What follows belongs to an exercise in optimizing a design on an open flow for small area, a short achievable clock period and few clock cycles; a production flow would make more cautious choices.
Only the layout flow was run in this run; the RTL was not checked for function there.
No activity file was given, so power comes from the tool's default toggle rates.

===== design.v =====
module rtb_arith (
    input  wire        clk,
    input  wire        rst,
    input  wire        in_valid,
    output wire        in_ready,
    input  wire [1:0]  op,
    input  wire [31:0] a,
    input  wire [31:0] b,
    output wire        out_valid,
    output wire [31:0] result,
    output wire        fits
);
    reg        rdy, ov, fit_q;
    reg        s_div, s_mul, s_post, first;
    reg        is_f, neg;
    reg [4:0]  cnt;
    reg [31:0] d;
    reg [31:0] r;
    reg [31:0] q;
    assign in_ready  = rdy;
    assign out_valid = ov;
    assign result    = q;
    assign fits      = fit_q;
    wire [33:0] w   = {r, q[31:30]};
    wire [35:0] x   = {{2{s_mul & w[33]}}, w};
    wire [35:0] t1  = x - {4'b0000, d};
    wire [35:0] t2  = x - {3'b000, d, 1'b0};
    wire [35:0] c3s = x ^ {4'b1111, ~d} ^ {3'b111, ~d, 1'b1};
    wire [35:0] c3c = (x & {4'b1111, ~d}) | (x & {3'b111, ~d, 1'b1})
                    | ({4'b1111, ~d} & {3'b111, ~d, 1'b1});
    wire [36:0] t3c = {c3s, 1'b1} + {c3c[34:0], 1'b1, 1'b1};    
    wire [35:0] t3  = t3c[36:1];
    wire        g1  = ~t1[35];
    wire        g2  = ~t2[35];
    wire        g3  = ~t3[35];
    wire [1:0]  qd  = {g2, g3 | (g1 & ~g2)};
    wire        s3  = s_mul ? (q[1:0] == 2'd3) : g3;
    wire        s2  = s_mul ? (q[1:0] == 2'd2) : (g2 & ~g3);
    wire        s1  = s_mul ? (q[1:0] == 2'd1) : (g1 & ~g2);
    wire        s0  = s_mul ? (q[1:0] == 2'd0) : ~g1;
    wire [35:0] ts  = ({36{s3}} & t3) | ({36{s2}} & t2) | ({36{s1}} & t1) | ({36{s0}} & x);
    wire skip16 = s_div & ~is_f & first & (q[31:16] < d[15:0]);
    wire        exact = (r[15:0] + 16'd1) == d[15:0];
    wire [31:0] qneg  = ~q + {31'd0, ~exact};
    wire        last = (cnt == 5'd1);
    wire        fitin = (a[31:27] == 5'd0) && ({a[26:0], 5'd0} < b);
    reg [31:0] q_e, r_e;       
    always @* begin
        q_e = {q[15:0], 16'd0};
        r_e = {16'd0, q[31:16]};
        if (rdy) begin
            case (op)
                2'd0: begin q_e = 32'd0;        r_e = {a[26:0], 5'd0}; end
                2'd1: begin q_e = {8'b11000000, a[23:0]}; r_e = 32'hFBFF_FFFF; end
                2'd2: begin q_e = a ^ {32{a[31]}}; r_e = 32'd0; end
                default: begin q_e = 32'd0;     r_e = 32'd0; end
            endcase
        end else if (s_post) begin
            q_e = qneg;
            r_e = 32'd0;
        end
    end
    wire        step = ~rdy & ~s_post & ~skip16;
    wire [31:0] r_n  = ~step ? r_e : s_mul ? ts[35:4] : ts[31:0];
    wire [31:0] q_n  = ~step ? q_e
                     : (s_mul & last) ? ~{{3{ts[35]}}, ts[35:7]}
                     : s_mul ? {ts[3:2], 2'b00, q[29:2]}
                     : {q[29:0], qd};
    always @(posedge clk) begin
        q  <= q_n;
        r  <= r_n;
        if (rst) begin
            rdy    <= 1'b1;
            ov     <= 1'b0;
            s_div  <= 1'b0;
            s_mul  <= 1'b0;
            s_post <= 1'b0;
        end else begin
            ov <= 1'b0;
            if (rdy && in_valid) begin
                rdy   <= 1'b0;
                fit_q <= 1'b0;
                first <= 1'b1;
                is_f  <= (op == 2'd0);
                neg   <= 1'b0;
                case (op)
                    2'd0: begin
                        d   <= b;
                        cnt <= 5'd12;
                        if (fitin)
                            s_div <= 1'b1;
                        else begin
                            rdy <= 1'b1;
                            ov  <= 1'b1;
                        end
                    end
                    2'd1: begin
                        d     <= b;
                        cnt   <= 5'd12;
                        s_mul <= 1'b1;
                    end
                    2'd2: begin
                        d   <= {16'd0, b[15:0]};
                        neg <= a[31];
                        cnt <= 5'd16;
                        s_div <= 1'b1;
                    end
                    default: begin
                        rdy <= 1'b1;
                        ov  <= 1'b1;
                    end
                endcase
            end
            if (s_div) begin
                cnt   <= cnt - 5'd1;
                first <= 1'b0;
                if (skip16) begin
                    cnt <= 5'd8;
                end else if (last) begin
                    s_div <= 1'b0;
                    fit_q <= is_f;
                    if (neg)
                        s_post <= 1'b1;
                    else begin
                        rdy <= 1'b1;
                        ov  <= 1'b1;
                    end
                end
            end
            if (s_post) begin
                s_post <= 1'b0;
                rdy    <= 1'b1;
                ov     <= 1'b1;
            end
            if (s_mul) begin
                cnt <= cnt - 5'd1;
                if (last) begin
                    s_mul <= 1'b0;
                    rdy   <= 1'b1;
                    ov    <= 1'b1;
                end
            end
        end
    end
endmodule

===== flow/run.sh =====
#!/bin/bash
set -euo pipefail
export SETUP_SLACK_MARGIN=6.5
export TNS_END_PERCENT=0
export BUFFER_PORTS_ARGS="-buffer_cell sky130_fd_sc_hd__buf_2"
bash standard.sh > standard.log 2>&1

===== standard.sh =====
#!/bin/bash
# synth_recipe.tcl (not shown) runs the flow's synth.tcl, then flattens the netlist and writes it again
# the make line also repeats each setting of config.mk as NAME=value (left out here)
make -C /OpenROAD-flow-scripts/flow DESIGN_CONFIG=/design/flow/config.mk WORK_HOME=/design/flow/orfs CLKGATE_MAP_FILE= SYNTH_SCRIPT=/design/flow/synth_recipe.tcl "${@:-finish}"

===== config.mk =====
export PLATFORM = sky130hd
export DESIGN_NAME = rtb_arith
export DESIGN_NICKNAME = rtb_arith
export VERILOG_FILES = /design/flow/design.v
export SDC_FILE = /design/flow/constraint.sdc
export NUM_CORES = 4
export LEC_CHECK = 0
export CAP_MARGIN = 20
export CORE_MARGIN = 2
export CORE_UTILIZATION = 55
export PLACE_DENSITY = 0.7
export SLEW_MARGIN = 20

===== constraint.sdc =====
create_clock -name core_clock -period 10.0 [get_ports {clk}]
set_input_delay 2.0000 -clock core_clock [delete_from_list [all_inputs] [get_ports {clk}]]
set_output_delay 2.0000 -clock core_clock [all_outputs]
set_load 0.01 [all_outputs]

==> flow_metrics.py <==
metrics = {
    "run_status": {
        "status": "finished clean",
    },
    "critical_path": {
        "worst_ep_required_time_ns": 10.29,
        "critical_path_depth": 13,
        "critical_path_class": "flip-flop to flip-flop",
        "end_kind": "flip-flop",
        "crit_arrival_ns": 4.72,
        "crit_chain": "clkinvlp_4 > fa_1 > ha_1 > a21oi_1 > nor3b_2 > a21boi_1 > a311o_2 > a31oi_2 > xnor2_1 > a221oi_2 > nand2_1 > or4_1 > a22oi_1",
        "r2r_setup_slack_ns": 5.57,
        "crit_fanout": 5,
        "cp-start-kind": "flip-flop",
        "r2r_cells": 13,
        "critPathTopFamily": "compound AO/OA/AOI/OAI gates",
        "critPathMaxStageDelay_ns": 0.59,
        "cp_slowest_cell": "or4_1",
        "path_buf_inv": 1,
    },
    "layout": {
        "fin_nets": 2159,
        "diodes": 0,
        "fillers": 2297,
        "final_util": 0.631,
        "area_delta_synth_final_pct": 12.2,
        "drive_above_1_share": 0.158,
        "fin_area_um2": 16000,
        "fin_cells": 2242,
    },
    "sta": {
        "post-route-period-util": 0.443,
        "setup_slack_ns": 5.57,
        "finClkSkew_ns": 0.00738,
        "finalSetupViolCount": 0,
        "slew_viol_final": 0,
        "tns_ns": 0,
        "max_slew_margin": 0.209,
        "clock.fmax_mhz": 226,
        "fin_crit_ns": 4.43,
        "finalHoldViolCount": 0,
        "tightest_slew_ns": 1.19,
        "rsz0062_at_grt": "true",
    },
    "clocking": {
        "clock-sinks": 110,
        "cts_made_buffers": 9,
        "clk_path_buf_depth": 2,
        "cts_tree": "yes",
        "clk_latency_ns": 0.37,
        "cts_root_buf": "clkbuf_16",
        "htreeDepth": 3,
        "ctsHoldBuffers": 0,
        "cts.clk_slew.worst_paths_ns": 0.09,
    },
    "floorplan": {
        "row_count": 58,
        "die_h_um": 165,
        "coreArea_um2": 25300,
        "io_pins": 104,
        "die_area_um2": 27200,
        "start_util": 0.563,
        "dieWidth_um": 165,
    },
    "pwr": {
        "p_leak_nw": 6.86,
        "pwr-share-seq": 0.199,
        "switchingPower_mw": 1.78,
        "power_frac_clock": 0.111,
        "pwr_density_cell_nw_per_um2": 211,
        "combinationalPowerShare": 0.690,
        "p_int_mw": 1.60,
        "peakVddDrop_v": 0.0000987,
        "switching_share": 0.527,
    },
    "synth": {
        "ys_seq_elements": 110,
        "yosysTopAreaCellShare": 0.131,
        "synthDistinctLibCells": 98,
        "synthesis.area_um2": 14200,
        "synth_fp_nets": 2084,
        "synth_area_leaders": "ha_1, dfxtp_1, edfxtp_1",
        "syn_inst": 1832,
        "async_reset_ff_frac": 0,
        "synth_top_flop_cell": "dfxtp_1",
        "synth_warnings": 1,
        "yosys.area.top_type": "ha_1",
        "synth_edf_count": 41,
        "syn_area_per_cell_um2": 7.78,
        "seq_area_frac_synth": 0.183,
    },
    "global_route": {
        "antenna_found_initial": 1,
        "grt_max_degree": 57,
        "grt_pass1_wl_um": 81600,
        "grt_usage": 0.393,
        "gr-total-overflow": 0,
        "grt_pass1_vias": 14100,
    },
    "place": {
        "dp.cells": 2187,
        "detailed_place_hpwl_um": 41300,
        "dpl-instance-area_um2": 15000,
        "finalWeightedCongestion": 0.989,
        "port_buffers": 103,
        "place_ws_ns": 4.94,
    },
    "hold_path": {
        "hold_path_class": "flip-flop to flip-flop",
        "whs_path_depth": 2,
    },
    "drt": {
        "drc": 0,
        "antenna_left": 0,
        "drt_iter0_drc": 2162,
        "wl_per_cell_um": 24.5,
        "first_pass_iters": 10,
        "via_per_inst": 6.94,
        "vias": 15600,
        "wl_um": 54900,
    },
    "flow_run": {
        "drv_cap": 0,
    },
}
-- tightest hold or removal path, stage by stage (launching register included) --
cell and delay (ns):
edfxtp_1 0.37, inv_1 0.09, nor4_1 0.05
-- final timing paths --
path         start     end
max reg2reg   d[8]   q[25]
max           d[8]   q[25]
min            neg  s_post
min reg2reg    neg  s_post
-- layout make-up --
cell class / count / area, um2 / share of cell area
Clock buffer: 9 / 225 / 0.0141
Clock inverter: 7 / 73.8 / 0.00462
Inverter: 112 / 439 / 0.0275
Multi-Input combinational cell: 1515 / 11200 / 0.701
Sequential cell: 110 / 2650 / 0.166
Tap cell: 330 / 413 / 0.0258
Timing Repair Buffer: 159 / 976 / 0.0610
-- cells in the mapped netlist (all sizes together) (5+ instances only) --
library cell,number
and2,15
nand2,175
nor2,150
and3,15
nor2b,14
o31ai,13
o21a,19
a221o,13
o211ai,17
mux2i,9
xor2,50
nand4,14
buf,23
nor3,30
a21oi,170
a31o,6
nor4,16
a21o,56
nand2b,17
a222oi,21
o22ai,14
clkbuf,72
a21boi,12
o21bai,15
dfxtp,69
or3,14
o21ai,131
a32oi,10
a31oi,22
edfxtp,41
ha,149
a22oi,23
inv,110
a211oi,27
o221ai,10
a22o,7
fa,34
or4,6
nand3,38
xnor2,81
o2111ai,5
a221oi,28
-- power by group through the flow --
stage,sequential (mW),combinational (mW),clock (mW)
final,0.671,2.33,0.374
after global routing,0.669,2.48,0.389
after CTS,0.655,2.15,0.371
after detailed placement,0.672,2.06,0
after global placement,0.672,2.06,0
after floorplan,0.602,1.51,0
-- routing by layer --
layer,vias to the layer above,wire length [um],track usage
li1,6974,-,-
met1,7264,22100,0.547
met2,1122,23100,0.601
met3,192,7190,0.0804
met4,2,2550,0.146
met5,-,13,0
-- cell families (layout without fill, tap and decap cells) --
family                   Yosys count  after routing  share of synthesized area
AO/OA/AOI/OAI                    664            664                      0.316
XOR/XNOR                         131            131                     0.0805
adder cells (fa/ha/maj)          183            183                      0.179
buffers and inverters            207            287                     0.0565
flip-flops                       110            110                      0.183
multiplexers                      11             11                    0.00790
AND/OR/NAND/NOR                  526            526                      0.177
-- flip-flops by register name, indices dropped and copies added (netlist names) --
name	flops
is_f	1
fit_q	1
rdy	1
ov	1
s_mul	1
q	32
s_post	1
d	32
cnt	5
s_div	1
r	32
first	1
neg	1
-- what timing repair did --
item,in CTS,in global routing
pin swaps,17,26
gates resized for setup,59,51
setup endpoints to repair,73,73
setup buffers,23,16
-- layout by cell type (no fill, tap or decap), drive strengths merged, types with 7 or more instances in the layout --
cell	netlist	layout
mux2i	9	9
inv	110	110
xnor2	81	81
o22ai	14	14
a22o	7	7
o21bai	15	15
and3	15	15
o21a	19	19
a211oi	27	27
nand2b	17	17
nor3	30	30
a21boi	12	12
a222oi	21	21
and2	15	15
a221o	13	13
a31oi	22	22
clkbuf	72	9
nor2	150	150
nor4	16	16
a21oi	170	170
nand4	14	14
a32oi	10	10
nor2b	14	14
a221oi	28	28
nand3	38	38
o221ai	10	10
edfxtp	41	41
dfxtp	69	69
buf	23	159
o21ai	131	131
ha	149	149
a21o	56	56
or3	14	14
xor2	50	50
a22oi	23	23
fa	34	34
o31ai	13	13
o211ai	17	17
nand2	175	175
-- metrics by stage --
stage | hold slack, ns | total power, mW
5_1_grt | 0.583 | 3.54
3_3_place_gp | 0.523 | 2.73
2_1_floorplan | 0.493 | 2.11
3_5_place_dp | 0.535 | 2.73
4_1_cts | 0.545 | 3.18
6_report | 0.548 | 3.38

[re-timing with driven ports]
Ports are ideal in the flow. The routed layout listed here was re-timed in OpenROAD. Step 1 sets driving cells, clkbuf_16 on the clock port and buf_2 on the other inputs (assumed; they add their load-dependent delay and slew). Step 2 times the ports against the registers' clock, not the clock port: input delays grow and output delays shrink by t, the midpoint of the rising clock arrivals with the driver on. Slacks: ideal ports / drivers / drivers and shift; pairs: ideal ports / drivers.
shift t [ns]: 0.408
setup WS [ns]: 5.574 / 5.574 / 5.200
hold slack, ns: 0.548 / 0.548 / 0.548
After both steps setup and hold are still met in this run. For this run, drivers alone change the setup slack by 0.000 ns; drivers and shift together by -0.374 ns.
